Background: an optimization exercise with open tools, aiming at small area. Do not read the settings as production practice. Where RTL was checked, it was by simulation tests only, not by an equivalence proof against the original. The RTL of run 1 was laid out without a check of its function. Power is estimated from default activity; no workload was simulated.

**flow/design.v**
```verilog
module pyro_crc16_check (
    input  wire [175:0] frame,
    output wire         ok
);
    wire x176 = frame[33] ^ frame[34];
    wire x177 = frame[35] ^ frame[36];
    wire x178 = frame[63] ^ frame[106];
    wire x179 = frame[66] ^ frame[109];
    wire x180 = frame[64] ^ frame[107];
    wire x181 = frame[65] ^ frame[108];
    wire x182 = frame[12] ^ frame[15];
    wire x183 = frame[14] ^ frame[17];
    wire x184 = frame[20] ^ frame[69];
    wire x185 = frame[31] ^ frame[32];
    wire x186 = frame[61] ^ frame[104];
    wire x187 = frame[67] ^ frame[110];
    wire x188 = frame[68] ^ frame[111];
    wire x189 = frame[13] ^ frame[16];
    wire x190 = frame[62] ^ frame[105];
    wire x191 = frame[21] ^ frame[121];
    wire x192 = frame[70] ^ frame[113];
    wire x193 = frame[90] ^ frame[120];
    wire x194 = frame[22] ^ frame[122];
    wire x195 = frame[71] ^ frame[114];
    wire x196 = frame[23] ^ frame[123];
    wire x197 = frame[6] ^ x186;
    wire x198 = frame[11] ^ x179;
    wire x199 = frame[37] ^ x176;
    wire x200 = frame[112] ^ x184;
    wire x201 = frame[7] ^ x190;
    wire x202 = frame[8] ^ x178;
    wire x203 = frame[9] ^ x180;
    wire x204 = frame[10] ^ x181;
    wire x205 = frame[1] ^ frame[144];
    wire x206 = frame[18] ^ frame[102];
    wire x207 = frame[30] ^ frame[101];
    wire x208 = frame[2] ^ frame[145];
    wire x209 = frame[19] ^ frame[103];
    wire x210 = frame[3] ^ frame[146];
    wire x211 = frame[74] ^ frame[150];
    wire x212 = frame[115] ^ frame[151];
    wire x213 = frame[4] ^ frame[147];
    wire x214 = frame[91] ^ frame[153];
    wire x215 = frame[116] ^ frame[152];
    wire x216 = frame[25] ^ x182;
    wire x217 = frame[38] ^ x177;
    wire x218 = x185 ^ x187;
    wire x219 = frame[26] ^ x189;
    wire x220 = frame[98] ^ x183;
    wire x221 = frame[0] ^ frame[80];
    wire x222 = frame[24] ^ frame[124];
    wire x223 = frame[78] ^ frame[118];
    wire x224 = frame[81] ^ frame[157];
    wire x225 = frame[88] ^ frame[164];
    wire x226 = frame[143] ^ frame[149];
    wire x227 = frame[79] ^ frame[119];
    wire x228 = frame[82] ^ frame[158];
    wire x229 = frame[5] ^ frame[60];
    wire x230 = frame[83] ^ frame[159];
    wire x231 = frame[84] ^ frame[160];
    wire x232 = frame[85] ^ frame[161];
    wire x233 = frame[77] ^ frame[117];
    wire x234 = frame[86] ^ frame[162];
    wire x235 = frame[87] ^ frame[163];
    wire x236 = frame[156] ^ x188;
    wire x237 = frame[165] ^ x191;
    wire x238 = x192 ^ x206;
    wire x239 = frame[166] ^ x194;
    wire x240 = x195 ^ x209;
    wire x241 = frame[167] ^ x196;
    wire x242 = frame[75] ^ x212;
    wire x243 = frame[76] ^ x215;
    wire x244 = x214 ^ x233;
    wire x245 = frame[72] ^ x200;
    wire x246 = x199 ^ x217;
    wire x247 = frame[28] ^ frame[99];
    wire x248 = frame[39] ^ frame[94];
    wire x249 = frame[92] ^ frame[154];
    wire x250 = frame[95] ^ frame[127];
    wire x251 = frame[125] ^ frame[148];
    wire x252 = frame[29] ^ frame[100];
    wire x253 = frame[93] ^ frame[155];
    wire x254 = frame[58] ^ x205;
    wire x255 = frame[96] ^ x207;
    wire x256 = x193 ^ x226;
    wire x257 = x223 ^ x249;
    wire x258 = frame[59] ^ x208;
    wire x259 = x227 ^ x253;
    wire x260 = x197 ^ x225;
    wire x261 = x198 ^ x237;
    wire x262 = frame[73] ^ x201;
    wire x263 = frame[97] ^ x219;
    wire x264 = frame[126] ^ x239;
    wire x265 = frame[27] ^ x220;
    wire x266 = x202 ^ x211;
    wire x267 = x203 ^ x210;
    wire x268 = x204 ^ x213;
    wire x269 = frame[50] ^ frame[89];
    wire x270 = frame[53] ^ x251;
    wire x271 = frame[128] ^ x224;
    wire x272 = frame[168] ^ x222;
    wire x273 = frame[129] ^ x228;
    wire x274 = frame[57] ^ x221;
    wire x275 = frame[130] ^ x230;
    wire x276 = frame[131] ^ x231;
    wire x277 = frame[132] ^ x232;
    wire x278 = frame[133] ^ x234;
    wire x279 = frame[171] ^ x235;
    wire x280 = frame[44] ^ x254;
    wire x281 = frame[55] ^ x236;
    wire x282 = frame[134] ^ x256;
    wire x283 = x218 ^ x238;
    wire x284 = frame[45] ^ x258;
    wire x285 = x240 ^ x273;
    wire x286 = x241 ^ x248;
    wire x287 = frame[138] ^ x242;
    wire x288 = frame[139] ^ x243;
    wire x289 = frame[140] ^ x244;
    wire x290 = frame[40] ^ x246;
    wire x291 = frame[169] ^ x262;
    wire x292 = frame[170] ^ x264;
    wire x293 = x245 ^ x275;
    wire x294 = frame[56] ^ frame[142];
    wire x295 = frame[135] ^ frame[149];
    wire x296 = frame[41] ^ frame[42];
    wire x297 = frame[46] ^ frame[136];
    wire x298 = frame[47] ^ frame[137];
    wire x299 = frame[35] ^ frame[119];
    wire x300 = frame[52] ^ frame[120];
    wire x301 = frame[48] ^ frame[54];
    wire x302 = frame[141] ^ x247;
    wire x303 = frame[51] ^ x229;
    wire x304 = frame[43] ^ x250;
    wire x305 = x216 ^ x255;
    wire x306 = x257 ^ x270;
    wire x307 = x216 ^ x259;
    wire x308 = x198 ^ x252;
    wire x309 = x203 ^ x279;
    wire x310 = x176 ^ x204;
    wire x311 = frame[49] ^ x260;
    wire x312 = x271 ^ x283;
    wire x313 = x193 ^ x266;
    wire x314 = x274 ^ x285;
    wire x315 = frame[117] ^ x282;
    wire x316 = x177 ^ x289;
    wire x317 = x263 ^ x288;
    wire x318 = x281 ^ x311;
    wire x319 = frame[174] ^ x292;
    wire x320 = frame[41] ^ frame[69];
    wire x321 = frame[54] ^ frame[95];
    wire x322 = frame[125] ^ frame[173];
    wire x323 = frame[32] ^ frame[152];
    wire x324 = frame[0] ^ frame[52];
    wire x325 = frame[73] ^ frame[97];
    wire x326 = frame[12] ^ frame[33];
    wire x327 = frame[115] ^ frame[121];
    wire x328 = frame[13] ^ frame[118];
    wire x329 = frame[34] ^ frame[154];
    wire x330 = frame[42] ^ frame[59];
    wire x331 = frame[99] ^ frame[116];
    wire x332 = frame[122] ^ frame[145];
    wire x333 = frame[100] ^ frame[123];
    wire x334 = frame[46] ^ frame[124];
    wire x335 = frame[137] ^ frame[172];
    wire x336 = frame[47] ^ frame[94];
    wire x337 = frame[89] ^ frame[126];
    wire x338 = frame[2] ^ frame[175];
    wire x339 = frame[30] ^ frame[51];
    wire x340 = x183 ^ x250;
    wire x341 = frame[4] ^ x269;
    wire x342 = frame[96] ^ x295;
    wire x343 = frame[151] ^ x188;
    wire x344 = x180 ^ x205;
    wire x345 = x252 ^ x294;
    wire x346 = x320 ^ x322;
    wire x347 = frame[104] ^ x210;
    wire x348 = x181 ^ x208;
    wire x349 = x192 ^ x297;
    wire x350 = frame[31] ^ x296;
    wire x351 = frame[56] ^ x247;
    wire x352 = frame[93] ^ x324;
    wire x353 = frame[105] ^ x213;
    wire x354 = x195 ^ x298;
    wire x355 = frame[16] ^ x224;
    wire x356 = frame[58] ^ x194;
    wire x357 = frame[141] ^ x211;
    wire x358 = frame[17] ^ x228;
    wire x359 = frame[135] ^ x328;
    wire x360 = frame[148] ^ x229;
    wire x361 = x182 ^ x196;
    wire x362 = frame[14] ^ x299;
    wire x363 = frame[136] ^ x230;
    wire x364 = x189 ^ x222;
    wire x365 = frame[147] ^ x334;
    wire x366 = x231 ^ x335;
    wire x367 = frame[142] ^ x300;
    wire x368 = frame[1] ^ x234;
    wire x369 = x187 ^ x301;
    wire x370 = frame[20] ^ x185;
    wire x371 = frame[29] ^ x269;
    wire x372 = x221 ^ x272;
    wire x373 = x321 ^ x344;
    wire x374 = x255 ^ x347;
    wire x375 = x303 ^ x323;
    wire x376 = frame[15] ^ x238;
    wire x377 = x191 ^ x272;
    wire x378 = x197 ^ x276;
    wire x379 = x304 ^ x350;
    wire x380 = x325 ^ x353;
    wire x381 = frame[153] ^ x276;
    wire x382 = x200 ^ x207;
    wire x383 = x220 ^ x277;
    wire x384 = x243 ^ x326;
    wire x385 = x327 ^ x357;
    wire x386 = frame[43] ^ x278;
    wire x387 = frame[49] ^ x201;
    wire x388 = x244 ^ x359;
    wire x389 = x277 ^ x329;
    wire x390 = x330 ^ x361;
    wire x391 = x202 ^ x257;
    wire x392 = x235 ^ x240;
    wire x393 = x199 ^ x232;
    wire x394 = x219 ^ x278;
    wire x395 = x337 ^ x367;
    wire x396 = x218 ^ x302;
    wire x397 = x178 ^ x280;
    wire x398 = x245 ^ x261;
    wire x399 = x306 ^ x372;
    wire x400 = x284 ^ x343;
    wire x401 = frame[92] ^ x265;
    wire x402 = frame[127] ^ x286;
    wire x403 = x179 ^ x267;
    wire x404 = x265 ^ x352;
    wire x405 = x378 ^ x380;
    wire x406 = frame[102] ^ x308;
    wire x407 = frame[144] ^ x268;
    wire x408 = x383 ^ x385;
    wire x409 = frame[103] ^ x261;
    wire x410 = x266 ^ x389;
    wire x411 = x280 ^ x388;
    wire x412 = frame[155] ^ x309;
    wire x413 = x267 ^ x307;
    wire x414 = x310 ^ x366;
    wire x415 = frame[67] ^ x287;
    wire x416 = x268 ^ x336;
    wire x417 = frame[18] ^ x287;
    wire x418 = x305 ^ x371;
    wire x419 = x246 ^ x259;
    wire x420 = frame[150] ^ x290;
    wire x421 = x398 ^ x399;
    wire x422 = x312 ^ x341;
    wire x423 = x290 ^ x293;
    wire x424 = x313 ^ x401;
    wire x425 = x291 ^ x315;
    wire x426 = x314 ^ x384;
    wire x427 = x293 ^ x411;
    wire x428 = x392 ^ x413;
    wire x429 = frame[28] ^ x316;
    wire x430 = frame[19] ^ x317;
    wire x431 = frame[3] ^ x318;
    wire x432 = x319 ^ x349;
    wire x433 = x355 ^ x425;
    wire x434 = frame[5] ^ frame[172];
    wire x435 = x248 ^ x434;
    wire x436 = x302 ^ x340;
    wire x437 = x435 ^ x282;
    wire x438 = x305 ^ x436;
    wire x439 = x312 ^ x397;
    wire x440 = x437 ^ x438;
    wire x441 = x420 ^ x421;
    wire x442 = x439 ^ x440;
    wire x443 = x431 ^ x441;
    wire x444 = x442 ^ x443;
    wire x445 = frame[6] ^ frame[39];
    wire x446 = frame[91] ^ frame[112];
    wire x447 = x445 ^ x446;
    wire x448 = x237 ^ x342;
    wire x449 = x345 ^ x346;
    wire x450 = x447 ^ x263;
    wire x451 = x264 ^ x285;
    wire x452 = x307 ^ x373;
    wire x453 = x448 ^ x449;
    wire x454 = x291 ^ x400;
    wire x455 = x450 ^ x451;
    wire x456 = x452 ^ x453;
    wire x457 = x420 ^ x422;
    wire x458 = x454 ^ x455;
    wire x459 = x456 ^ x457;
    wire x460 = x458 ^ x459;
    wire x461 = frame[7] ^ frame[143];
    wire x462 = x212 ^ x296;
    wire x463 = x461 ^ x348;
    wire x464 = x462 ^ x263;
    wire x465 = x281 ^ x374;
    wire x466 = x375 ^ x463;
    wire x467 = x314 ^ x402;
    wire x468 = x464 ^ x465;
    wire x469 = x466 ^ x423;
    wire x470 = x424 ^ x467;
    wire x471 = x468 ^ x432;
    wire x472 = x469 ^ x470;
    wire x473 = x471 ^ x472;
    wire x474 = frame[8] ^ frame[39];
    wire x475 = frame[171] ^ frame[175];
    wire x476 = x214 ^ x215;
    wire x477 = x474 ^ x475;
    wire x478 = x241 ^ x242;
    wire x479 = x254 ^ x271;
    wire x480 = x351 ^ x354;
    wire x481 = x476 ^ x477;
    wire x482 = x376 ^ x377;
    wire x483 = x379 ^ x478;
    wire x484 = x479 ^ x480;
    wire x485 = x481 ^ x403;
    wire x486 = x404 ^ x405;
    wire x487 = x482 ^ x483;
    wire x488 = x484 ^ x423;
    wire x489 = x485 ^ x486;
    wire x490 = x487 ^ x488;
    wire x491 = x489 ^ x490;
    wire x492 = frame[9] ^ frame[48];
    wire x493 = frame[63] ^ frame[138];
    wire x494 = frame[165] ^ x223;
    wire x495 = x492 ^ x493;
    wire x496 = x258 ^ x356;
    wire x497 = x494 ^ x495;
    wire x498 = x379 ^ x381;
    wire x499 = x382 ^ x496;
    wire x500 = x497 ^ x406;
    wire x501 = x407 ^ x408;
    wire x502 = x498 ^ x499;
    wire x503 = x426 ^ x500;
    wire x504 = x501 ^ x502;
    wire x505 = x431 ^ x433;
    wire x506 = x503 ^ x504;
    wire x507 = x505 ^ x506;
    wire x508 = frame[10] ^ frame[64];
    wire x509 = frame[139] ^ frame[166];
    wire x510 = frame[170] ^ x227;
    wire x511 = x294 ^ x331;
    wire x512 = x332 ^ x508;
    wire x513 = x509 ^ x242;
    wire x514 = x358 ^ x360;
    wire x515 = x510 ^ x511;
    wire x516 = x512 ^ x374;
    wire x517 = x386 ^ x387;
    wire x518 = x390 ^ x513;
    wire x519 = x514 ^ x515;
    wire x520 = x409 ^ x410;
    wire x521 = x516 ^ x517;
    wire x522 = x518 ^ x519;
    wire x523 = x422 ^ x427;
    wire x524 = x520 ^ x521;
    wire x525 = x522 ^ x523;
    wire x526 = x524 ^ x525;
    wire x527 = frame[11] ^ frame[21];
    wire x528 = frame[44] ^ frame[50];
    wire x529 = frame[65] ^ frame[75];
    wire x530 = frame[140] ^ frame[146];
    wire x531 = frame[167] ^ x333;
    wire x532 = x527 ^ x528;
    wire x533 = x529 ^ x530;
    wire x534 = x239 ^ x303;
    wire x535 = x362 ^ x363;
    wire x536 = x364 ^ x531;
    wire x537 = x532 ^ x533;
    wire x538 = x283 ^ x386;
    wire x539 = x391 ^ x534;
    wire x540 = x535 ^ x536;
    wire x541 = x537 ^ x315;
    wire x542 = x400 ^ x405;
    wire x543 = x412 ^ x538;
    wire x544 = x539 ^ x540;
    wire x545 = x426 ^ x541;
    wire x546 = x542 ^ x543;
    wire x547 = x544 ^ x545;
    wire x548 = x546 ^ x547;
    wire x549 = frame[22] ^ frame[36];
    wire x550 = frame[45] ^ frame[66];
    wire x551 = frame[76] ^ frame[81];
    wire x552 = frame[101] ^ frame[106];
    wire x553 = frame[134] ^ frame[168];
    wire x554 = x251 ^ x300;
    wire x555 = x549 ^ x550;
    wire x556 = x551 ^ x552;
    wire x557 = x553 ^ x201;
    wire x558 = x236 ^ x241;
    wire x559 = x365 ^ x554;
    wire x560 = x555 ^ x556;
    wire x561 = x260 ^ x375;
    wire x562 = x557 ^ x558;
    wire x563 = x559 ^ x560;
    wire x564 = x408 ^ x414;
    wire x565 = x561 ^ x562;
    wire x566 = x563 ^ x427;
    wire x567 = x428 ^ x564;
    wire x568 = x565 ^ x566;
    wire x569 = x567 ^ x568;
    wire x570 = frame[23] ^ frame[77];
    wire x571 = frame[82] ^ frame[107];
    wire x572 = frame[122] ^ frame[156];
    wire x573 = frame[157] ^ frame[173];
    wire x574 = x295 ^ x297;
    wire x575 = x331 ^ x570;
    wire x576 = x571 ^ x572;
    wire x577 = x573 ^ x202;
    wire x578 = x362 ^ x574;
    wire x579 = x575 ^ x576;
    wire x580 = x260 ^ x284;
    wire x581 = x376 ^ x381;
    wire x582 = x393 ^ x394;
    wire x583 = x395 ^ x577;
    wire x584 = x578 ^ x579;
    wire x585 = x291 ^ x415;
    wire x586 = x416 ^ x580;
    wire x587 = x581 ^ x582;
    wire x588 = x583 ^ x584;
    wire x589 = x421 ^ x585;
    wire x590 = x586 ^ x587;
    wire x591 = x588 ^ x589;
    wire x592 = x590 ^ x591;
    wire x593 = frame[24] ^ frame[27];
    wire x594 = frame[68] ^ frame[78];
    wire x595 = frame[83] ^ frame[89];
    wire x596 = frame[108] ^ frame[158];
    wire x597 = x229 ^ x298;
    wire x598 = x333 ^ x593;
    wire x599 = x594 ^ x595;
    wire x600 = x596 ^ x217;
    wire x601 = x270 ^ x340;
    wire x602 = x368 ^ x369;
    wire x603 = x597 ^ x598;
    wire x604 = x599 ^ x261;
    wire x605 = x288 ^ x600;
    wire x606 = x601 ^ x602;
    wire x607 = x603 ^ x410;
    wire x608 = x604 ^ x605;
    wire x609 = x606 ^ x428;
    wire x610 = x607 ^ x608;
    wire x611 = x432 ^ x433;
    wire x612 = x609 ^ x610;
    wire x613 = x611 ^ x612;
    wire x614 = frame[37] ^ frame[72];
    wire x615 = frame[79] ^ frame[80];
    wire x616 = frame[84] ^ frame[101];
    wire x617 = frame[109] ^ frame[118];
    wire x618 = frame[121] ^ frame[124];
    wire x619 = frame[128] ^ frame[159];
    wire x620 = x184 ^ x338;
    wire x621 = x614 ^ x615;
    wire x622 = x616 ^ x617;
    wire x623 = x618 ^ x619;
    wire x624 = x216 ^ x342;
    wire x625 = x354 ^ x358;
    wire x626 = x369 ^ x620;
    wire x627 = x621 ^ x622;
    wire x628 = x623 ^ x394;
    wire x629 = x624 ^ x625;
    wire x630 = x626 ^ x627;
    wire x631 = x292 ^ x313;
    wire x632 = x402 ^ x407;
    wire x633 = x412 ^ x417;
    wire x634 = x628 ^ x629;
    wire x635 = x630 ^ x318;
    wire x636 = x429 ^ x631;
    wire x637 = x632 ^ x633;
    wire x638 = x634 ^ x635;
    wire x639 = x636 ^ x637;
    wire x640 = x638 ^ x639;
    wire x641 = frame[0] ^ frame[27];
    wire x642 = frame[48] ^ frame[53];
    wire x643 = frame[85] ^ frame[91];
    wire x644 = frame[113] ^ frame[129];
    wire x645 = frame[160] ^ x299;
    wire x646 = x332 ^ x641;
    wire x647 = x642 ^ x643;
    wire x648 = x644 ^ x197;
    wire x649 = x256 ^ x351;
    wire x650 = x363 ^ x370;
    wire x651 = x645 ^ x646;
    wire x652 = x647 ^ x262;
    wire x653 = x286 ^ x309;
    wire x654 = x310 ^ x648;
    wire x655 = x649 ^ x650;
    wire x656 = x651 ^ x397;
    wire x657 = x415 ^ x418;
    wire x658 = x652 ^ x653;
    wire x659 = x654 ^ x655;
    wire x660 = x430 ^ x656;
    wire x661 = x657 ^ x658;
    wire x662 = x659 ^ x660;
    wire x663 = x661 ^ x662;
    wire x664 = frame[40] ^ frame[57];
    wire x665 = frame[68] ^ frame[86];
    wire x666 = frame[114] ^ frame[123];
    wire x667 = frame[130] ^ frame[146];
    wire x668 = frame[161] ^ x225;
    wire x669 = x339 ^ x664;
    wire x670 = x665 ^ x666;
    wire x671 = x667 ^ x370;
    wire x672 = x668 ^ x669;
    wire x673 = x670 ^ x284;
    wire x674 = x373 ^ x377;
    wire x675 = x387 ^ x671;
    wire x676 = x672 ^ x317;
    wire x677 = x406 ^ x414;
    wire x678 = x673 ^ x674;
    wire x679 = x675 ^ x424;
    wire x680 = x429 ^ x676;
    wire x681 = x677 ^ x678;
    wire x682 = x679 ^ x680;
    wire x683 = x681 ^ x682;
    wire x684 = frame[55] ^ frame[60];
    wire x685 = frame[87] ^ frame[131];
    wire x686 = frame[162] ^ frame[169];
    wire x687 = x684 ^ x685;
    wire x688 = x686 ^ x346;
    wire x689 = x348 ^ x356;
    wire x690 = x365 ^ x687;
    wire x691 = x267 ^ x391;
    wire x692 = x393 ^ x396;
    wire x693 = x688 ^ x689;
    wire x694 = x690 ^ x316;
    wire x695 = x404 ^ x409;
    wire x696 = x417 ^ x418;
    wire x697 = x691 ^ x692;
    wire x698 = x693 ^ x694;
    wire x699 = x695 ^ x696;
    wire x700 = x697 ^ x698;
    wire x701 = x699 ^ x700;
    wire x702 = frame[70] ^ frame[88];
    wire x703 = frame[90] ^ frame[132];
    wire x704 = frame[163] ^ x186;
    wire x705 = x188 ^ x206;
    wire x706 = x339 ^ x702;
    wire x707 = x703 ^ x345;
    wire x708 = x368 ^ x704;
    wire x709 = x705 ^ x706;
    wire x710 = x306 ^ x390;
    wire x711 = x396 ^ x707;
    wire x712 = x708 ^ x709;
    wire x713 = x403 ^ x416;
    wire x714 = x419 ^ x710;
    wire x715 = x711 ^ x712;
    wire x716 = x319 ^ x430;
    wire x717 = x713 ^ x714;
    wire x718 = x715 ^ x716;
    wire x719 = x717 ^ x718;
    wire x720 = frame[71] ^ frame[133];
    wire x721 = frame[164] ^ x190;
    wire x722 = x209 ^ x226;
    wire x723 = x301 ^ x338;
    wire x724 = x720 ^ x218;
    wire x725 = x236 ^ x274;
    wire x726 = x279 ^ x304;
    wire x727 = x360 ^ x364;
    wire x728 = x721 ^ x722;
    wire x729 = x723 ^ x265;
    wire x730 = x268 ^ x286;
    wire x731 = x289 ^ x308;
    wire x732 = x382 ^ x395;
    wire x733 = x724 ^ x725;
    wire x734 = x726 ^ x727;
    wire x735 = x728 ^ x419;
    wire x736 = x729 ^ x730;
    wire x737 = x731 ^ x732;
    wire x738 = x733 ^ x734;
    wire x739 = x735 ^ x736;
    wire x740 = x737 ^ x738;
    wire x741 = x739 ^ x740;
    wire [15:0] r = {x741, x719, x701, x683, x663, x640, x613, x592, x569, x548, x526, x507, x491, x473, x460, x444};
    assign ok = (r == 16'h2DF9);
endmodule
module pyro_btn_entry (
    input  wire        clk,
    input  wire        rst,
    input  wire        eval,
    input  wire        v,
    input  wire        raw_state,      
    input  wire        tick,           
    input  wire [31:0] delta_r,        
    output reg  [2:0]  kind,
    output reg         stable_state,
    output reg         pending,
    output reg  [7:0]  repeat_count,
    output reg  [31:0] hold_time
);
    function [4:0] db_steps(input [4:0] x, input integer n);
        integer i;
        begin
            db_steps = x;
            for (i = 0; i < n; i = i + 1) db_steps = {db_steps[3:0], db_steps[4] ^ db_steps[2]};
        end
    endfunction
    function [8:0] pr_steps(input [8:0] x, input integer n);
        integer i;
        begin
            pr_steps = x;
            for (i = 0; i < n; i = i + 1) pr_steps = {pr_steps[7:0], pr_steps[8] ^ pr_steps[4]};
        end
    endfunction
    localparam [4:0] DB_S  = 5'b00001;
    localparam [4:0] DB_E1 = db_steps(DB_S, 19);
    localparam [4:0] DB_E  = db_steps(DB_S, 20);
    localparam [8:0] PR_P  = 9'b000000001;
    localparam [8:0] PR_R  = pr_steps(PR_P, 200);
    localparam [8:0] PR_E1 = pr_steps(PR_P, 499);
    localparam [8:0] PR_E  = pr_steps(PR_P, 500);
    reg  [4:0] db;
    reg  [8:0] pr;
    wire [4:0] db_next = {db[3:0], db[4] ^ db[2]};
    wire [8:0] pr_next = {pr[7:0], pr[8] ^ pr[4]};
    wire db_end = (db == DB_E);
    wire db_ok  = db_end | ((db == DB_E1) & tick);    
    wire pr_end = (pr == PR_E);
    wire pr_ok  = pr_end | ((pr == PR_E1) & tick);    
    wire rc      = v ^ raw_state;
    wire accept  = (v ^ stable_state) & ~rc & db_ok;
    wire in_hold = kind[2] & kind[0];
    wire s1 = pending & pr_ok;
    wire s2 = ~s1 & accept & v;
    wire s3 = ~s1 & accept & ~v;
    wire s4 = ~s1 & ~accept & stable_state & in_hold;
    wire s5 = ~s1 & ~accept & stable_state & ~in_hold & pr_ok;
    wire        upd  = eval & s4;
    wire        clr  = rst | (eval & (s2 | s5));
    wire [31:0] hadd = {32{upd}} & delta_r;
    wire [32:0] hc;
    wire [31:0] hsum;
    assign hc[0] = upd & tick;
    genvar i;
    generate
        for (i = 0; i < 32; i = i + 1) begin : g_add
            assign hsum[i]   = hold_time[i] ^ hadd[i] ^ hc[i];
            assign hc[i + 1] = (hold_time[i] & hadd[i]) | (hc[i] & (hold_time[i] ^ hadd[i]));
        end
    endgenerate
    always @(posedge clk) begin
        hold_time <= clr ? 32'd0 : hsum;
        if (rst | (eval & rc))
            db <= DB_S;
        else if (tick & ~db_end)
            db <= db_next;
        if (rst | (eval & s2))
            pr <= PR_P;
        else if (eval & s3)
            pr <= PR_R;
        else if (tick & ~pr_end)
            pr <= pr_next;
        if (rst) begin
            stable_state <= 1'b0;
            kind         <= 3'd0;
            pending      <= 1'b0;
            repeat_count <= 8'd0;
        end else if (eval) begin
            if (s2) begin
                stable_state <= 1'b1;
                repeat_count <= pending ? ((&repeat_count) ? 8'd255 : repeat_count + 8'd1) : 8'd1;
            end
            if (s3)
                stable_state <= 1'b0;
            if (s1 | s2)
                pending <= 1'b0;
            else if (s3)
                pending <= ~in_hold;
            kind <= s1 ? 3'd4 : s2 ? 3'd2 : s3 ? 3'd3 : (s4 | s5) ? 3'd5 : 3'd0;
        end
    end
endmodule
module pyro_radio_b (
    input  wire          clk,
    input  wire          rst,             
    input  wire          frame_valid,
    input  wire [175:0]  frame,
    input  wire [31:0]   now,             
    output reg           st_valid,        
    output reg  [1:0]    st_code,         
    output reg  [43:0]   ch_off,          
    output reg  [47:0]   mouse,           
    output reg  [15:0]   mbtn_raw,        
    output reg  [15:0]   key_raw,
    output reg  [1:0]    sw_stable,       
    output reg  [6:0]    sw_event,        
    output reg  [31:0]   sw_change_time,  
    output wire [65:0]   btn_event,       
    output wire [21:0]   btn_stable,
    output wire [21:0]   btn_pending,
    output wire [175:0]  btn_repeat,      
    output wire [703:0]  btn_hold_time,   
    output reg           online
);
    localparam NBTN = 22;
    wire crc_ok;
    pyro_crc16_check u_crc (.frame(frame), .ok(crc_ok));
    wire [63:0] F = frame[79:16];
    wire [10:0] ch0 = F[10:0];
    wire [10:0] ch1 = F[21:11];
    wire [10:0] ch2 = F[32:22];
    wire [10:0] ch3 = F[43:33];
    wire [1:0]  gear = F[45:44];
    wire [3:0]  fn   = F[49:46];
    wire [7:0]  mb0  = frame[8*16 +: 8];
    wire [7:0]  mb1  = frame[8*17 +: 8];
    wire [15:0] keys = frame[8*18 +: 16];
    wire range_ok = (ch0 >= 11'd364) && (ch0 <= 11'd1684) &&
                    (ch1 >= 11'd364) && (ch1 <= 11'd1684) &&
                    (ch2 >= 11'd364) && (ch2 <= 11'd1684) &&
                    (ch3 >= 11'd364) && (ch3 <= 11'd1684);
    wire commit = frame_valid && crc_ok && range_ok;
    reg         now0_q;
    reg  [31:0] delta_r;
    wire        tick = now[0] ^ now0_q;
    always @(posedge clk) begin
        now0_q <= now[0];
        if (rst)
            delta_r <= now;                  
        else if (commit)
            delta_r <= 32'd0;                
        else
            delta_r <= delta_r + {31'd0, tick};
    end
    always @(posedge clk) begin
        st_code <= !crc_ok ? 2'd1 : !range_ok ? 2'd2 : 2'd0;
        if (rst) begin
            st_valid       <= 1'b0;
            ch_off         <= 44'd0;
            mouse          <= 48'd0;
            mbtn_raw       <= 16'd0;
            key_raw        <= 16'd0;
            sw_stable      <= 2'd0;
            sw_event       <= 7'd0;
            sw_change_time <= 32'd0;
        end else begin
            st_valid <= frame_valid;
            if (commit) begin
                ch_off   <= {ch3 ^ 11'h400, ch2 ^ 11'h400, ch1 ^ 11'h400, ch0 ^ 11'h400};
                mouse    <= frame[8*10 +: 48];
                mbtn_raw <= {mb1, mb0};
                key_raw  <= keys;
                if (gear != sw_stable) begin
                    sw_event       <= {3'd1, sw_stable, gear};
                    sw_stable      <= gear;
                    sw_change_time <= now;
                end else begin
                    sw_event       <= 7'd0;
                end
            end
        end
    end
    reg  [3:0] fn_raw;
    always @(posedge clk)
        if (rst)         fn_raw <= 4'd0;
        else if (commit) fn_raw <= fn;
    wire [NBTN-1:0] levels = {fn, (mb1 != 8'd0), (mb0 != 8'd0), keys};
    wire [NBTN-1:0] raws   = {fn_raw, (mbtn_raw[15:8] != 8'd0), (mbtn_raw[7:0] != 8'd0), key_raw};
    genvar g;
    generate
        for (g = 0; g < NBTN; g = g + 1) begin : g_btn
            pyro_btn_entry u_btn (
                .clk(clk), .rst(rst), .eval(commit), .v(levels[g]), .raw_state(raws[g]),
                .tick(tick), .delta_r(delta_r),
                .kind(btn_event[3*g +: 3]), .stable_state(btn_stable[g]),
                .pending(btn_pending[g]), .repeat_count(btn_repeat[8*g +: 8]),
                .hold_time(btn_hold_time[32*g +: 32]));
        end
    endgenerate
    always @(posedge clk) begin
        if (rst)
            online <= 1'b0;
        else if (commit)
            online <= 1'b1;
        else if ((delta_r > 32'd100) || (delta_r == 32'd100 && tick))
            online <= 1'b0;
    end
endmodule
```
**flow/constraint.sdc**
```tcl
create_clock -name core_clock -period 15.0 [get_ports {clk}]
set_input_delay 3.0000 -clock core_clock [delete_from_list [all_inputs] [get_ports {clk}]]
set_output_delay 3.0000 -clock core_clock [all_outputs]
set_load 0.01 [all_outputs]
```
**flow/config.mk**
```make
export PLATFORM = sky130hd
export DESIGN_NAME = pyro_radio_b
export DESIGN_NICKNAME = pyro_radio_b
export VERILOG_FILES = /design/flow/design.v
export SDC_FILE = /design/flow/constraint.sdc
export NUM_CORES = 8
export LEC_CHECK = 0
export CAP_MARGIN = 20
export CORE_MARGIN = 2
export CORE_UTILIZATION = 40
export SLEW_MARGIN = 20
```
**flow/run.sh**
```bash
#!/bin/bash
# synth_recipe.tcl (not shown) runs the flow's synth.tcl, then flattens the netlist and writes it again
# the make line also repeats each setting of config.mk as NAME=value (left out here)
make -C /OpenROAD-flow-scripts/flow DESIGN_CONFIG=/design/flow/config.mk WORK_HOME=/design/flow/orfs CLKGATE_MAP_FILE= SYNTH_SCRIPT=/design/flow/synth_recipe.tcl finish
```
==> impl_results.md, run 1 <==
* Outcome: failed layout checks
* Layout check failures: negative setup slack
* Maxcap violations at 0
* Seq cells post-synth at 1502
* PortBufs at 1367
* RSZ-0062 raised after global routing: yes
* DP Wirelength at 289000 µm
* WHS at 0.448 ns
* Crit path arrival time at 17.56 ns
* Peak supply drop at 124 µV
* Final WL at 363000 µm
* Number of global-route vias before repair at 69100
* Drt pass-1 iters at 5
* Fmax at 0.0595 GHz
* Post-Syn Area at 82100 µm²
* Synth Area in Adders at 17.1%
* Routed vias/inst at 5.42
* RR Startpoint: mbtn_raw[12]
* Clock skew at 0.0420 ns
* Multiplexer share of the synthesized area at 2.27%
* Ys flop type: dfxtp_1
* Top cells by area in the synthesized netlist: dfxtp_1, fa_1, and2_1, nand2_1, xnor2_1
* Post-synthesis simple-gate area fraction at 22.0%
* Fillers at 18000
* Largest family of logic cells by synthesized area: simple AND/OR/NAND/NOR gates
* Fin crit share at 112%
* Die ar. at 209000 µm²
* Crit path from: frame[50]
* Post-Synthesis Cells at 8365
* CP Launch Type: input port
* Largest net degree at the start of global routing at 146
* Final GP Congestion at 0.993
* Gr usage total at 33.9%
* Post-Synth XOR/XNOR Area at 8.13%
* Worst rel slew slack at 15.9%
* Global-route wire length before repair at 514000 µm
* Die span in y at 457 µm
* Yosys warning total at 2
* CTS buffer count at 176
* Min-delay src: ch_off[33]
* CTS Hold Bufs at 0
* HP Class: flop to flop
* Critical-path top delay cell: xnor3_1
* Share of cells above drive strength 1 at 21.9%
* Initial antenna violation count at 38
* Power Dens Cells at 97.5 nW/µm²
* Worst R2R End: g_btn[17].u_btn.hold_time[31]
* Ys async rst share at 0%
* Worst setup margin at -1.82 ns
* Synth unique cells at 86
* Leak at 45.8 nW
* Nets at 11000
* Fin util at 55.4%
* Most common cell after layout, fill and taps aside: dfxtp_1
* Post-DRT Antenna Nets at 0
* First DRT Iteration DRCs at 5221
* Fin. Hold Viols at 0
* Clk buf depth at 3
* Yosys top cell by area: dfxtp_1
* Yosys top cell area share at 36.6%
* Largest stage delay on the critical path at 0.47 ns
* Gr ovfl total at 0
* CP Data Required Time at 15.74 ns
* EDFF count, synth at 0
* Crit path capture type: flop
* Worst hold path endpoint: ch_off[33]
* Area delta synth->final at 37.9%
* Std-Cell Rows at 166
* # H-tree levels at 4
* Drt wl/cell at 28.0 µm
* Pre-CTS setup slack at -3.40 ns
* Count of pins over their slew limit at 0
* Initial Util at 40.2%
* # IOs at 1370
* Clock Tree Root: clkbuf_16
* Clock sink count at 1502
* Syn avg cell area at 9.82 µm²
* Clock latency on the worst-skew pair at 0.85 ns
* Slew @ Worst Pin at 1.26 ns
* Most used cell, CP: fa_2
* Setup violators final at 131
* Sequential fraction of the synthesis area at 36.6%
* Reg2reg setup slack at 1.05 ns
* CTS tree: done
* CORE AREA at 204000 µm²
* # DRC at 0
* Vias at 70200
* Setup_tns at -126.44 ns
* Clock slew at reported path FFs at 0.06 ns
* Min Tclk post-route at 16.82 ns
* Die X at 457 µm
* Synth Area in Compound Gates at 9.99%
* Finished Cell Area at 113000 µm²
* Setup CP Type: input port to flop
* DP Area at 104000 µm²
* Commonest non-fill, non-tap cells in the layout: dfxtp_1, clkdlybuf4s50_1, and2_1
* CP Max Fanout at 8
* Hold depth at 2
* R2r worst-path depth at 46
-- metal layers --
metal	GRT usage (%)	share of wire, %	up-vias
li1	-	-	31700
met4	21.2	7.8	10
met1	39.9	38	35100
met3	7.67	7.0	734
met2	56.0	47	2645
met5	0	0.017	-
-- flip-flops by register name (all words and copies together) (netlist names), 22 cells and up --
register                  cells
g_btn.u_btn.repeat_count    176
g_btn.u_btn.db              110
delta_r                      32
g_btn.u_btn.pr              198
g_btn.u_btn.stable_state     22
g_btn.u_btn.kind             66
g_btn.u_btn.hold_time       704
sw_change_time               32
g_btn.u_btn.pending          22
ch_off                       44
mouse                        48
-- worst max path at each step --
stage                                                to  slack (ns)  cells after the start
final                      g_btn[5].u_btn.hold_time[31]       -1.82                     51
after detailed placement   g_btn[5].u_btn.hold_time[31]       -3.40                     52
after floorplan           g_btn[11].u_btn.hold_time[31]       -1.69                     49
after CTS                 g_btn[19].u_btn.hold_time[31]       -1.80                     48
after global routing      g_btn[14].u_btn.hold_time[31]       -2.08                     52
after global placement    g_btn[17].u_btn.hold_time[31]       -3.23                     52
-- kinds of logic after synthesis --
family          count (synthesis)
simple gates                 3335
other cells                     1
flops                        1502
mux                           186
buf+inv                       752
compound gates               1308
xor+xnor                      566
fa+ha+maj                     715
-- final cells by class --
class	count	area (µm²)	area share (%)
Tap cell	2688	3360	2.97
Sequential cell	1502	30100	26.6
Timing Repair Buffer	2185	20600	18.2
Clock buffer	271	5110	4.51
Multi-Input combinational cell	6113	52900	46.7
Antenna cell	30	75.1	0.0663
Inverter	117	462	0.408
Clock inverter	49	729	0.644
-- synthesized netlist by cell type (23+ instances only) --
cell and number:
a211oi_1 189, a21boi_0 27, a21oi_1 474, a31oi_1 56
and2_1 1097, and3_1 322, buf_1 23, buf_2 43
buf_4 83, clkbuf_1 482, dfxtp_1 1502, fa_1 682
ha_1 33, inv_1 114, mux2i_1 185, nand2_1 852
nand2b_1 39, nand3_1 154, nand4_1 70, nor2_1 319
nor2b_1 79, nor3_1 162, nor4_1 43, nor4b_1 33
o211ai_1 24, o21a_1 33, o21ai_0 211, o22ai_1 51
o31ai_1 59, xnor2_1 346, xnor3_1 114, xor2_1 95
-- report_power, final --
group | internal [mW] | switching (mW)
clock | 2.56 | 1.86
combinational | 1.32 | 1.18
sequential | 4.04 | 0.0937
total | 7.92 | 3.13
-- repair_timing --
action                                  4_1_cts  5_1_grt
gates resized for setup                     507      296
cloned                                        2        1
pin swaps                                   137      112
endpoints found under the setup margin      169      146
buffers inserted                             67       54
-- worst max-delay path: cells and delay by family --
kind	cells	cell delay [ns]
buffers and inverters	8	1.20
AND/OR/NAND/NOR	4	0.44
AO/OA/AOI/OAI	2	0.43
XOR/XNOR	7	1.86
adder cells (fa/ha/maj)	30	10.60
-- metrics by stage --
step	instances	total power, mW
2_1_floorplan	8366	5.41
3_3_place_gp	12500	6.21
3_5_place_dp	12500	6.21
4_1_cts	12900	10.9
5_1_grt	12900	11.4
6_report	13000	11.0
==> inputs of run 2 (changes only) <==
--- a/flow/design.v
+++ b/flow/design.v
@@ -585,35 +585,33 @@
     output reg  [7:0]  repeat_count,
     output reg  [31:0] hold_time
 );
-    function [4:0] db_steps(input [4:0] x, input integer n);
+    function [4:0] db_back(input integer n);    
         integer i;
         begin
-            db_steps = x;
-            for (i = 0; i < n; i = i + 1) db_steps = {db_steps[3:0], db_steps[4] ^ db_steps[2]};
+            db_back = 5'b01111;
+            for (i = 0; i < n; i = i + 1)       
+                db_back = {~(db_back[0] ^ db_back[3]), db_back[4:1]};
         end
     endfunction
-    function [8:0] pr_steps(input [8:0] x, input integer n);
+    function [8:0] pr_back(input integer n);    
         integer i;
         begin
-            pr_steps = x;
-            for (i = 0; i < n; i = i + 1) pr_steps = {pr_steps[7:0], pr_steps[8] ^ pr_steps[4]};
+            pr_back = 9'b011111111;
+            for (i = 0; i < n; i = i + 1)       
+                pr_back = {~(pr_back[0] ^ pr_back[5]), pr_back[8:1]};
         end
     endfunction
-    localparam [4:0] DB_S  = 5'b00001;
-    localparam [4:0] DB_E1 = db_steps(DB_S, 19);
-    localparam [4:0] DB_E  = db_steps(DB_S, 20);
-    localparam [8:0] PR_P  = 9'b000000001;
-    localparam [8:0] PR_R  = pr_steps(PR_P, 200);
-    localparam [8:0] PR_E1 = pr_steps(PR_P, 499);
-    localparam [8:0] PR_E  = pr_steps(PR_P, 500);
+    localparam [4:0] DB_S = db_back(19);
+    localparam [8:0] PR_P = pr_back(499);
+    localparam [8:0] PR_R = pr_back(299);
     reg  [4:0] db;
     reg  [8:0] pr;
-    wire [4:0] db_next = {db[3:0], db[4] ^ db[2]};
-    wire [8:0] pr_next = {pr[7:0], pr[8] ^ pr[4]};
-    wire db_end = (db == DB_E);
-    wire db_ok  = db_end | ((db == DB_E1) & tick);    
-    wire pr_end = (pr == PR_E);
-    wire pr_ok  = pr_end | ((pr == PR_E1) & tick);    
+    wire db_top = &db[3:0];
+    wire pr_top = &pr[7:0];
+    wire [4:0] db_next = {db[3:0], ~(db[4] ^ db[2]) | db_top};
+    wire [8:0] pr_next = {pr[7:0], ~(pr[8] ^ pr[4]) | pr_top};
+    wire db_ok  = db_top & (db[4] | tick);    
+    wire pr_ok  = pr_top & (pr[8] | tick);    
     wire rc      = v ^ raw_state;
     wire accept  = (v ^ stable_state) & ~rc & db_ok;
     wire in_hold = kind[2] & kind[0];
@@ -622,30 +620,30 @@
     wire s3 = ~s1 & accept & ~v;
     wire s4 = ~s1 & ~accept & stable_state & in_hold;
     wire s5 = ~s1 & ~accept & stable_state & ~in_hold & pr_ok;
-    wire        upd  = eval & s4;
-    wire        clr  = rst | (eval & (s2 | s5));
-    wire [31:0] hadd = {32{upd}} & delta_r;
+    wire        upd  = eval & s4;               
+    wire        keep = ~rst & ~(eval & (s2 | s4 | s5));
     wire [32:0] hc;
     wire [31:0] hsum;
-    assign hc[0] = upd & tick;
+    assign hc[0] = tick;
     genvar i;
     generate
         for (i = 0; i < 32; i = i + 1) begin : g_add
-            assign hsum[i]   = hold_time[i] ^ hadd[i] ^ hc[i];
-            assign hc[i + 1] = (hold_time[i] & hadd[i]) | (hc[i] & (hold_time[i] ^ hadd[i]));
+            assign hsum[i]   = hold_time[i] ^ delta_r[i] ^ hc[i];
+            assign hc[i + 1] = (hold_time[i] & delta_r[i]) | (hc[i] & (hold_time[i] ^ delta_r[i]));
         end
     endgenerate
+    wire [31:0] hnext = ({32{upd}} & hsum) | ({32{keep}} & hold_time);
     always @(posedge clk) begin
-        hold_time <= clr ? 32'd0 : hsum;
+        hold_time <= hnext;
         if (rst | (eval & rc))
             db <= DB_S;
-        else if (tick & ~db_end)
+        else if (tick)
             db <= db_next;
         if (rst | (eval & s2))
             pr <= PR_P;
         else if (eval & s3)
             pr <= PR_R;
-        else if (tick & ~pr_end)
+        else if (tick)
             pr <= pr_next;
         if (rst) begin
             stable_state <= 1'b0;
@@ -706,18 +704,19 @@
                     (ch1 >= 11'd364) && (ch1 <= 11'd1684) &&
                     (ch2 >= 11'd364) && (ch2 <= 11'd1684) &&
                     (ch3 >= 11'd364) && (ch3 <= 11'd1684);
-    wire commit = frame_valid && crc_ok && range_ok;
+    wire commit = frame_valid && crc_ok && range_ok && !rst;
     reg         now0_q;
-    reg  [31:0] delta_r;
+    reg  [31:0] delta_n;                     
+    wire [31:0] delta_r = ~delta_n;
     wire        tick = now[0] ^ now0_q;
     always @(posedge clk) begin
         now0_q <= now[0];
         if (rst)
-            delta_r <= now;                  
+            delta_n <= ~now;                 
         else if (commit)
-            delta_r <= 32'd0;                
+            delta_n <= 32'hFFFFFFFF;         
         else
-            delta_r <= delta_r + {31'd0, tick};
+            delta_n <= delta_n - {31'd0, tick};
     end
     always @(posedge clk) begin
         st_code <= !crc_ok ? 2'd1 : !range_ok ? 2'd2 : 2'd0;
==> flow/flow/run.sh (new file) <==
#!/bin/bash
# Layout flow: the standard ORFS flow (standard.sh), with these changes to
# how the layout is made:
#  - synthesis is the standard flow's synthesis script with another ABC mapping script
#    (flow/synth.tcl, flow/abc_area.script): an area-recovering mapping
#    without ABC's own buffering and upsizing;
#  - the port buffers that global placement inserts are sky130_fd_sc_hd__buf_1;
#  - clock tree synthesis inserts no dummy loads.
# Each tool's full output goes to the ORFS logs under orfs/logs/, and the make
# output to flow_make.log in this folder.
set -euo pipefail
here=$(pwd)
export FLOW_ABC_SCRIPT="$here/flow/abc_area.script"
export BUFFER_PORTS_ARGS="-buffer_cell sky130_fd_sc_hd__buf_1"
export CTS_ARGS="-sink_clustering_enable -repair_clock_nets -dont_use_dummy_load"
bash standard.sh SYNTH_SCRIPT="$here/flow/synth.tcl" finish > flow_make.log 2>&1
==> flow/flow/abc_area.script (new file) <==
&get -n
&st
&dch
&nf
&st
&syn2
&synch2
&nf
&st
&dch
&nf -R 1000
&put
topo
stime -c
==> flow/flow/synth.tcl (new file) <==
# The standard flow's synthesis script (synth_recipe.tcl), with ORFS's ABC speed script
# replaced by abc_area.script from this folder: the same Yosys flow and the
# same registers, only the gate mapping of the logic differs.
proc synth {args} { yosys synth -nofsm -noshare {*}$args }
proc abc {args} {
  set i [lsearch -exact $args -script]
  if { $i >= 0 } {
    set args [lreplace $args [expr {$i + 1}] [expr {$i + 1}] $::env(FLOW_ABC_SCRIPT)]
  }
  puts "abc with: $args"
  yosys abc {*}$args
}
source $::env(SCRIPTS_DIR)/synth.tcl
# left out here: clear keep_hierarchy, flatten, clean up, hide names made inside functions, write 1_2_yosys.v
==> flow/standard.sh (new file) <==
#!/bin/bash
# synth_recipe.tcl (not shown) runs the flow's synth.tcl, then flattens the netlist and writes it again
# the make line also repeats each setting of config.mk as NAME=value (left out here)
make -C /OpenROAD-flow-scripts/flow DESIGN_CONFIG=/design/flow/config.mk WORK_HOME=/design/flow/orfs CLKGATE_MAP_FILE= SYNTH_SCRIPT=/design/flow/synth_recipe.tcl "${@:-finish}"
removed: flow/run.sh
==> impl_results.md, run 2 <==
* Initial Util at 40.1%
* Gr usage total at 33.6%
* Min Tclk post-route at 14.80 ns
* Slew @ Worst Pin at 1.18 ns
* Share of cells above drive strength 1 at 8.81%
* Count of pins over their slew limit at 0
* PortBufs at 1367
* Final GP Congestion at 1.03
* Setup_tns at 0 ns
* Die ar. at 189000 µm²
* Synth top cells by count: dfxtp_1, nor2_1, fa_1
* Die span in y at 435 µm
* Most common cell in the netlist: dfxtp_1
* Routed vias/inst at 5.80
* Yosys top cell by area: dfxtp_1
* Gr ovfl total at 0
* Met3 GRT Util at 9.48%
* Fin. Hold Viols at 0
* Sequential fraction of the synthesis area at 40.5%
* Syn avg cell area at 10.3 µm²
* Leak at 32.0 nW
* # H-tree levels at 4
* Layout Cells excl Fill at 11300
* Ys async rst share at 0%
* HP Class: flop to flop
* Area delta synth->final at 19.5%
* Number of global-route vias before repair at 62000
* Fmax at 0.0676 GHz
* Drt wl/cell at 28.7 µm
* Most common cell after layout, fill and taps aside: dfxtp_1
* # DRC at 0
* Crit path arrival time at 15.46 ns
* CTS buffer count at 168
* Worst Path Buf+Inv at 7
* Max reg flops at 704
* First DRT Iteration DRCs at 6314
* CP Max Fanout at 5
* CTS tree: done
* GR Util met1 at 43.5%
* Most used cell, CP: fa_1
* Final WL at 324000 µm
* Yosys warning total at 2
* Seq cells post-synth at 1502
* Synth unique cells at 53
* Clock slew at reported path FFs at 0.06 ns
* Biggest register: g_btn.u_btn.hold_time
* Yosys top cell area share at 40.5%
* Largest registers: g_btn.u_btn.hold_time: 704 flops, g_btn.u_btn.pr: 198 flops, g_btn.u_btn.repeat_count: 176 flops
* Die X at 435 µm
* Power Dens Cells at 112 nW/µm²
* Setup CP Type: input port to flop
* Maxcap violations at 0
* # IOs at 1370
* Drt pass-1 iters at 6
* Clock skew at 0.0718 ns
* Met2 Track Usage GR at 50.5%
* Clock sink count at 1502
* Delay-heaviest family, CP: adder cells
* Commonest non-fill, non-tap cells in the layout: dfxtp_1, buf_1, nor2_1
* Top cells by area in the synthesized netlist: dfxtp_1, fa_1, a22o_1, xnor2_1, nor2_1
* Setup violators final at 0
* Crit path capture type: flop
* Global-route wire length before repair at 463000 µm
* Vias at 65500
* Ys flop type: dfxtp_1
* Largest net degree at the start of global routing at 168
* CORE AREA at 185000 µm²
* Clk buf depth at 3
* Fin crit share at 98.7%
* Fin util at 48.0%
* Largest stage delay on the critical path at 0.39 ns
* Post-Syn Area at 74300 µm²
* Placed cells at 11100
* EDFF count, synth at 0
* Outcome: no timing/DRC/antenna violations
* Clock latency on the worst-skew pair at 0.83 ns
* Std-Cell Rows at 158
* Post-Synthesis Cells at 7189
* CP Data Required Time at 15.66 ns
* DP Wirelength at 247000 µm
* Grt peak-use layer: met2
* Peak supply drop at 139 µV
* Initial antenna violation count at 25
* Critical-path top delay cell: fa_1
* CP Launch Type: input port
* WHS at 0.418 ns
* Post-DRT Antenna Nets at 0
* Nets at 9725
* Worst rel slew slack at 20.8%
* Clock Tree Root: clkbuf_16
[run 2: changes by cell type after synthesis, sizes merged, moves of 180 or more]
cell,delta
a21oi,-180
a22o,+676
and2,-1085
and3,-247
clkbuf,-482
nand2,-327
nor2,+641
[run 2: through the flow]
stage               area (µm²)  setup slack [ns]  power [mW]
floorplan                74300            -12.13        5.74
global placement         83500             -1.23        6.36
detailed placement       83500             -1.37        6.39
CTS                      88300           0.00172        9.93
global route             88800           -0.0283        10.3
finish                   88800             0.199        9.92
[run 2: layout make-up]
cell class / count / area (µm²)
fill: 17600 / 96300
multi-input combinational: 5471 / 44600
sequential: 1502 / 30100
timing repair buffer: 1500 / 6200
clock buffer: 168 / 4200
tap: 2480 / 3100
inverter: 155 / 591
antenna: 8 / 20.0
timing repair inverter: 1 / 8.76
[run 2: logic make-up (layout without fill, tap and decap cells)]
family	after synthesis	in the layout	synth area share, %
AO/OA/AOI/OAI	1735	1735	16.6
XOR/XNOR	718	718	8.48
adder cells (fa/ha/maj)	715	715	18.9
buffers and inverters	217	1824	1.41
flip-flops	1502	1502	40.5
multiplexers	68	68	0.916
other	1	10	0.00505
AND/OR/NAND/NOR	2233	2233	13.2
[run 2: power by group]
group	switching [mW]	leakage (nW)	internal [mW]
logic	1.38	17.8	0.851
clock network	1.60	2.07	1.95
registers	0.0732	12.2	4.07
total	3.05	32.0	6.88
[run 2: path summary, 6_finish.rpt]
| kind | slack (ns) | cells after the start | endpoint | from |
|---|---|---|---|---|
| worst max-delay path | 0.20 | 41 | g_btn[14].u_btn.hold_time[31] | now[0] |
| worst min-delay path | 0.42 | 2 | g_btn[21].u_btn.db[1] | g_btn[21].u_btn.db[0] |
| worst max register to register | 2.15 | 37 | g_btn[20].u_btn.hold_time[30] | delta_n[0] |
| worst min register to register | 0.42 | 2 | g_btn[21].u_btn.db[1] | g_btn[21].u_btn.db[0] |
[run 2: layer usage]
metal | vias to the layer above | part of all wire (%)
met1 | 32800 | 40
met5 | - | 0.020
met3 | 721 | 9.9
li1 | 28700 | -
met4 | 10 | 6.6
met2 | 3230 | 44
[run 2: tightest hold or removal path, stage by stage (launching register included)]
cell	delay [ns]
dfxtp_1	0.32
nand2_1	0.06
a21oi_1	0.05
[run 2: what timing repair did]
item                                    CTS  global route
endpoints found under the setup margin   55            57
gates cloned                              1             0
resized for setup                       206           170
hold buffers                              0             0
pin swaps                                13            12
buffers inserted                          5             0
==> inputs of run 3 (changes only) <==
--- a/flow/flow/run.sh
+++ b/flow/flow/run.sh
@@ -12,5 +12,5 @@
 here=$(pwd)
 export FLOW_ABC_SCRIPT="$here/flow/abc_area.script"
 export BUFFER_PORTS_ARGS="-buffer_cell sky130_fd_sc_hd__buf_1"
-export CTS_ARGS="-sink_clustering_enable -repair_clock_nets -dont_use_dummy_load"
+export CTS_ARGS="-sink_clustering_enable -repair_clock_nets -dont_use_dummy_load -sink_clustering_size 30 -sink_clustering_max_diameter 100"
 bash standard.sh SYNTH_SCRIPT="$here/flow/synth.tcl" finish > flow_make.log 2>&1
==> impl_results.md, run 3 <==
* Outcome: no timing/DRC/antenna violations
* Gr ovfl total at 0
* Fin crit share at 98.4%
* Met3 GRT Util at 8.52%
* Tot Pwr at 8.52 mW
* Final GP Congestion at 1.03
* WHS at 0.437 ns
* Sequential power share at 48.6%
* Post-Synthesis Cells at 7189
* Clock skew at 0.0834 ns
* Drt wl/cell at 28.8 µm
* CTS tree: done
* Clock network power share at 25.2%
* Internal power at 5.72 mW
* Final WL at 322000 µm
* CTS buffer count at 66
* Share of cells above drive strength 1 at 7.99%
* Setup violators final at 0
* Global-route wire length before repair at 459000 µm
* Maxcap violations at 0
* PortBufs at 1367
* Synth top cells by count: dfxtp_1, nor2_1, fa_1
* Yosys top cell area share at 40.5%
* EDFF count, synth at 0
* Yosys warning total at 2
* Net Sw Frac at 32.9%
* Clock Tree Root: clkbuf_16
* NetSw at 2.80 mW
* Met2 Track Usage GR at 50.3%
* CP Data Required Time at 15.63 ns
* Initial antenna violation count at 24
* Ys flop type: dfxtp_1
* Gr usage total at 33.2%
* Largest stage delay on the critical path at 0.40 ns
* # H-tree levels at 3
* Most common cell after layout, fill and taps aside: dfxtp_1
* Largest net degree at the start of global routing at 168
* Std-Cell Rows at 158
* Most common cell in the netlist: dfxtp_1
* Most used cell, CP: fa_1
* Die span in y at 435 µm
* Max reg flops at 704
* Syn avg cell area at 10.3 µm²
* Worst rel slew slack at 22.9%
* Count of pins over their slew limit at 0
* Drt pass-1 iters at 6
* Largest registers: g_btn.u_btn.hold_time: 704 flops, g_btn.u_btn.pr: 198 flops, g_btn.u_btn.repeat_count: 176 flops
* Crit path arrival time at 15.39 ns
* Area occupied by multi-input gates at 44600 µm²
* Peak supply drop at 141 µV
* Top cells by area in the synthesized netlist: dfxtp_1, fa_1, a22o_1, xnor2_1, nor2_1
* Routed vias/inst at 5.79
* Combinational power share at 26.2%
* Register area at 30100 µm²
* Clock latency on the worst-skew pair at 0.74 ns
* CORE AREA at 185000 µm²
* Initial Util at 40.1%
* Ys async rst share at 0%
* # DRC at 0
* Vias at 64700
* Seq cells post-synth at 1502
* Area delta synth->final at 16.1%
* Leak at 30.7 nW
* CTS Hold Bufs at 0
* Sequential fraction of the synthesis area at 40.5%
* Yosys top cell by area: dfxtp_1
* Min Tclk post-route at 14.76 ns
* Fin. Hold Viols at 0
* Nets at 9623
* Clock slew at reported path FFs at 0.12 ns
* DP Wirelength at 247000 µm
* Fmax at 0.0677 GHz
* Fin util at 46.6%
* CP Launch Type: input port
* Fillers at 17800
* Setup CP Type: input port to flop
* Die ar. at 189000 µm²
* Number of global-route vias before repair at 60700
* GR Util met1 at 43.6%
* HP Class: flop to flop
* CP Max Fanout at 5
* Crit path capture type: flop
* Post-DRT Antenna Nets at 0
* Critical-path top delay cell: fa_1
* Synth unique cells at 53
* # IOs at 1370
* Slew @ Worst Pin at 1.16 ns
* Commonest non-fill, non-tap cells in the layout: dfxtp_1, buf_1, nor2_1
* Clock sink count at 1502
* Power Dens Cells at 98.7 nW/µm²
* Grt peak-use layer: met2
* Biggest register: g_btn.u_btn.hold_time
* Post-Syn Area at 74300 µm²
* First DRT Iteration DRCs at 6389
* Die X at 435 µm
* Clk buf depth at 3
run 3: per-stage QoR:
stage          worst slack [ns]  area, µm²  setup TNS [ns]  std cells
2_1_floorplan            -12.13      74300        -5869.08       7190
6_report                  0.239      86300               0      11200
4_1_cts                 0.00339      85800               0      11200
3_3_place_gp              -1.23      83500          -69.97      11100
5_1_grt                 -0.0213      86300         -0.0310      11200
3_5_place_dp              -1.37      83500          -84.93      11100
run 3: cell type report:
class	count	share of cell area, %
Sequential cell	1502	34.9
Timing Repair inverter	1	0.00725
Timing Repair Buffer	1500	7.19
Clock buffer	66	1.91
Antenna cell	7	0.0203
Multi-Input combinational cell	5471	51.7
Tap cell	2480	3.60
Inverter	155	0.685
run 3: final timing paths:
| check | start | endpoint | slack (ns) | depth (start not counted) |
|---|---|---|---|---|
| setup / recovery | now[0] | g_btn[2].u_btn.hold_time[31] | 0.24 | 40 |
| hold / removal | g_btn[21].u_btn.db[0] | g_btn[21].u_btn.db[1] | 0.44 | 2 |
| setup reg to reg | delta_n[0] | g_btn[20].u_btn.hold_time[30] | 2.26 | 37 |
| hold reg to reg | g_btn[21].u_btn.db[0] | g_btn[21].u_btn.db[1] | 0.44 | 2 |
run 3: power by group through the flow:
stage | combinational, mW | clock (mW) | sequential [mW]
floorplan | 1.53 | 0 | 4.21
global placement | 2.14 | 0 | 4.23
detailed placement | 2.16 | 0 | 4.23
CTS | 2.18 | 2.18 | 4.14
global route | 2.40 | 2.31 | 4.15
finish | 2.23 | 2.15 | 4.14
run 3: worst max-delay path, delay by kind of cell:
kind	cells	cell delay, ns
buffers and inverters	6	0.60
adders and majority gates	31	11.26
AOI/OAI and AO/OA	1	0.20
xor gates and xnor gates	2	0.31
run 3: logic make-up (layout without fill, tap and decap cells):
family                   after synthesis  after routing  synth area share (%)
adder cells (fa/ha/maj)              715            715                  18.9
XOR/XNOR                             718            718                  8.48
flip-flops                          1502           1502                  40.5
AO/OA/AOI/OAI                       1735           1735                  16.6
other                                  1              9               0.00505
multiplexers                          68             68                 0.916
buffers and inverters                217           1722                  1.41
AND/OR/NAND/NOR                     2233           2233                  13.2
run 3: what timing repair did:
action,4_1_cts,5_1_grt
resized for setup,229,169
setup buffers,5,0
gates cloned,1,0
setup endpoints to repair,60,57
pin swaps,14,11
run 3: routing by layer:
metal | part of all wire, % | routed length (µm)
met1 | 40 | 129000
met2 | 44 | 141000
met3 | 9.8 | 31600
met4 | 6.3 | 20400
met5 | 0.021 | 69
==> inputs of run 4 (changes only) <==
--- a/flow/design.v
+++ b/flow/design.v
@@ -612,6 +612,20 @@
     wire [8:0] pr_next = {pr[7:0], ~(pr[8] ^ pr[4]) | pr_top};
     wire db_ok  = db_top & (db[4] | tick);    
     wire pr_ok  = pr_top & (pr[8] | tick);    
+    wire [8:0] rep_c;
+    wire [7:0] rep_new;
+    wire       rep_all = &repeat_count;
+    assign rep_c[0] = 1'b1;
+    genvar k;
+    generate
+        for (k = 0; k < 8; k = k + 1) begin : g_rep
+            assign rep_c[k + 1] = rep_c[k] & repeat_count[k];
+            if (k == 0)
+                assign rep_new[k] = ~pending | ~repeat_count[0] | rep_all;
+            else
+                assign rep_new[k] = pending & (repeat_count[k] ^ (rep_c[k] & ~rep_all));
+        end
+    endgenerate
     wire rc      = v ^ raw_state;
     wire accept  = (v ^ stable_state) & ~rc & db_ok;
     wire in_hold = kind[2] & kind[0];
@@ -653,7 +667,7 @@
         end else if (eval) begin
             if (s2) begin
                 stable_state <= 1'b1;
-                repeat_count <= pending ? ((&repeat_count) ? 8'd255 : repeat_count + 8'd1) : 8'd1;
+                repeat_count <= rep_new;
             end
             if (s3)
                 stable_state <= 1'b0;
@@ -719,9 +733,9 @@
             delta_n <= delta_n - {31'd0, tick};
     end
     always @(posedge clk) begin
-        st_code <= !crc_ok ? 2'd1 : !range_ok ? 2'd2 : 2'd0;
         if (rst) begin
             st_valid       <= 1'b0;
+            st_code        <= 2'd0;
             ch_off         <= 44'd0;
             mouse          <= 48'd0;
             mbtn_raw       <= 16'd0;
@@ -731,6 +745,8 @@
             sw_change_time <= 32'd0;
         end else begin
             st_valid <= frame_valid;
+            if (frame_valid)
+                st_code <= !crc_ok ? 2'd1 : !range_ok ? 2'd2 : 2'd0;
             if (commit) begin
                 ch_off   <= {ch3 ^ 11'h400, ch2 ^ 11'h400, ch1 ^ 11'h400, ch0 ^ 11'h400};
                 mouse    <= frame[8*10 +: 48];
--- a/flow/flow/run.sh
+++ b/flow/flow/run.sh
@@ -12,5 +12,5 @@
 here=$(pwd)
 export FLOW_ABC_SCRIPT="$here/flow/abc_area.script"
 export BUFFER_PORTS_ARGS="-buffer_cell sky130_fd_sc_hd__buf_1"
-export CTS_ARGS="-sink_clustering_enable -repair_clock_nets -dont_use_dummy_load -sink_clustering_size 30 -sink_clustering_max_diameter 100"
+export CTS_ARGS="-sink_clustering_enable -repair_clock_nets -dont_use_dummy_load -sink_clustering_size 24 -sink_clustering_max_diameter 80"
 bash standard.sh SYNTH_SCRIPT="$here/flow/synth.tcl" finish > flow_make.log 2>&1
==> impl_results.md, run 4 <==
* Gr ovfl total at 0
* Worst rel slew slack at 25.9%
* Crit path capture type: flop
* Clock sink count at 1502
* Std-Cell Rows at 156
* Post-Synthesis Cells at 7017
* Fin util at 47.4%
* Slew @ Worst Pin at 1.11 ns
* Internal power at 6.10 mW
* Commonest non-fill, non-tap cells in the layout: dfxtp_1, buf_1, nor2_1
* Ys flop type: dfxtp_1
* Initial antenna violation count at 18
* Worst R2R End: g_btn[15].u_btn.hold_time[30]
* Initial Util at 40.4%
* Synth unique cells at 52
* Critical-path top delay cell: fa_2
* Sequential power share at 45.6%
* Post-Syn Area at 73100 µm²
* RR Startpoint: delta_n[0]
* HP Class: flop to flop
* R2r worst-path depth at 36
* Largest stage delay on the critical path at 0.41 ns
* Combinational power share at 25.4%
* Area delta synth->final at 17.4%
* Count of pins over their slew limit at 0
* Gr usage total at 33.9%
* Final GP Congestion at 1.01
* Synth top cells by count: dfxtp_1, nor2_1, a22o_1
* Fin. Hold Viols at 0
* CTS tree: done
* Share of cells above drive strength 1 at 8.50%
* # IOs at 1370
* Clock latency on the worst-skew pair at 0.78 ns
* Final WL at 325000 µm
* Drt pass-1 iters at 6
* Hold depth at 2
* Top cells by area in the synthesized netlist: dfxtp_1, fa_1, a22o_1, xnor2_1, nor2_1
* Worst hold path endpoint: g_btn[15].u_btn.kind[1]
* Syn avg cell area at 10.4 µm²
* Crit path arrival time at 15.43 ns
* Leak at 31.4 nW
* Power Dens Cells at 106 nW/µm²
* Clock skew at 0.103 ns
* Clock slew at reported path FFs at 0.09 ns
* First DRT Iteration DRCs at 5777
* Nets at 9467
* Worst setup margin at 0.246 ns
* CTS buffer count at 102
* Most used cell, CP: fa_2
* CORE AREA at 181000 µm²
* Routed vias/inst at 5.76
* Tot Pwr at 9.08 mW
* DP Wirelength at 249000 µm
* Yosys warning total at 2
* Outcome: no timing/DRC/antenna violations
* Vias at 63000
* Reg2reg setup slack at 1.92 ns
* CP Max Fanout at 6
* DP Area at 82100 µm²
* Setup CP Type: input port to flop
* CP Data Required Time at 15.67 ns
* Min Tclk post-route at 14.75 ns
* Max reg flops at 704
* Clock network power share at 29.0%
* Sequential fraction of the synthesis area at 41.1%
* Largest net degree at the start of global routing at 116
* Die ar. at 186000 µm²
* Ys async rst share at 0%
* Biggest register: g_btn.u_btn.hold_time
* EDFF count, synth at 0
* Maxcap violations at 0
* Clk buf depth at 3
* PortBufs at 1367
* Number of global-route vias before repair at 60300
* Clock Tree Root: clkbuf_16
* CTS Hold Bufs at 0
* Global-route wire length before repair at 456000 µm
* # DRC at 0
* Die span in y at 432 µm
* Most common cell in the netlist: dfxtp_1
* Setup_tns at 0 ns
* Peak supply drop at 93.4 µV
* CP Launch Type: input port
* Pre-CTS setup slack at -1.35 ns
* Largest registers: g_btn.u_btn.hold_time: 704 flops, g_btn.u_btn.pr: 198 flops, g_btn.u_btn.repeat_count: 176 flops
* Setup violators final at 0
* Fin crit share at 98.4%
* Finished Cell Area at 85900 µm²
* Post-DRT Antenna Nets at 0
* NetSw at 2.98 mW
* # H-tree levels at 3
* Die X at 432 µm
* Min-delay src: g_btn[15].u_btn.kind[1]
* Yosys top cell area share at 41.1%
* Yosys top cell by area: dfxtp_1
* Most common cell after layout, fill and taps aside: dfxtp_1
* Fmax at 0.0678 GHz
* Drt wl/cell at 29.7 µm
* Seq cells post-synth at 1502
* Net Sw Frac at 32.8%
[run 4: worst max path at each step]
stage	start	end	slack (ns)	cells past startpoint
floorplan	now[0]	g_btn[0].u_btn.hold_time[30]	-12.05	36
global placement	now[0]	g_btn[10].u_btn.hold_time[31]	-1.20	40
detailed placement	now[0]	g_btn[10].u_btn.hold_time[31]	-1.35	40
CTS	now[0]	g_btn[10].u_btn.hold_time[31]	0.0001	40
global route	now[0]	g_btn[16].u_btn.hold_time[30]	-0.03	40
finish	now[0]	g_btn[15].u_btn.hold_time[30]	0.25	39
[run 4: final cells by class]
type / count / area (µm²)
diodes: 10 / 25.0
flip-flops and latches: 1502 / 30100
fillers: 17300 / 95300
multi-input cells: 5298 / 43300
clock buffers: 102 / 2550
well taps: 2370 / 2970
repair buffers: 1503 / 6270
inverters: 156 / 621
[run 4: cells by family (layout without fill, tap and decap cells)]
group | Yosys count | after routing | share of synthesized area (%)
buf+inv | 218 | 1761 | 1.44
xor+xnor | 772 | 772 | 9.24
fa+ha+maj | 693 | 693 | 18.9
other cells | 1 | 12 | 0.00513
flops | 1502 | 1502 | 41.1
mux | 72 | 72 | 0.985
compound gates | 1679 | 1679 | 16.1
simple gates | 2080 | 2080 | 12.3
[run 4: layer usage]
layer	vias up	part of all wire [%]	GRT usage, %
li1	27600	-	-
met3	725	7.8	7.78
met1	31800	38	41.4
met2	2801	45	53.0
met4	10	8.5	24.0
met5	-	0.022	0
[run 4: worst max-delay path, delay by kind of cell]
| family | cells | cell delay (ns) |
|---|---|---|
| buffers and inverters | 6 | 0.70 |
| adder cells (fa/ha/maj) | 31 | 11.27 |
| XOR/XNOR | 1 | 0.22 |
| AO/OA/AOI/OAI | 1 | 0.20 |
[run 4: power by group through the flow]
stage	clock, mW	combinational [mW]	sequential [mW]
after floorplan	0	1.51	4.21
after detailed placement	0	2.23	4.23
after CTS	2.68	2.26	4.14
after global routing	2.80	2.49	4.15
final	2.63	2.30	4.14
after global placement	0	2.24	4.23
[run 4: stage by stage]
stage	cells	hold WS [ns]
floorplan	7018	0.441
finish	10900	0.437
CTS	10900	0.439
global placement	10800	0.428
detailed placement	10800	0.428
global route	10900	0.470
[run 4: repair_timing]
action	4_1_cts	5_1_grt
setup buffers	4	5
resized for setup	189	223
endpoints found under the setup margin	54	55
pin swaps	17	31

[what the ideal ports hide]
No port has a modelled driver above. Below, the same layouts with a new extraction and two added sets of constraints. Step 1 sets driving cells, clkbuf_16 on the clock port and buf_2 on the other inputs (assumed; they add their load-dependent delay and slew). Step 2 adds t to the input delays and takes it off the output delays; t is the mean of the earliest and latest rising clock arrival at the registers after step 1. Input paths then give back, and output paths get back, about the clock's delay inside the block. Three values: no drivers, after step 1, after step 2; two values: the first two.
run	t, ns	setup slack, ns	worst setup path at the end
run 1	0.899	-1.815 / -1.805 / -2.704	input to register
run 2	0.877	0.199 / 0.260 / -0.618	input to register
run 3	0.794	0.239 / 0.306 / -0.488	input to register
run 4	0.837	0.246 / 0.281 / -0.556	input to register
Met with ideal ports but missed after step 2: setup timing in run 2, run 3 and run 4. For run 1, which loses most, drivers alone change the setup slack by +0.010 ns; drivers and shift together by -0.889 ns.
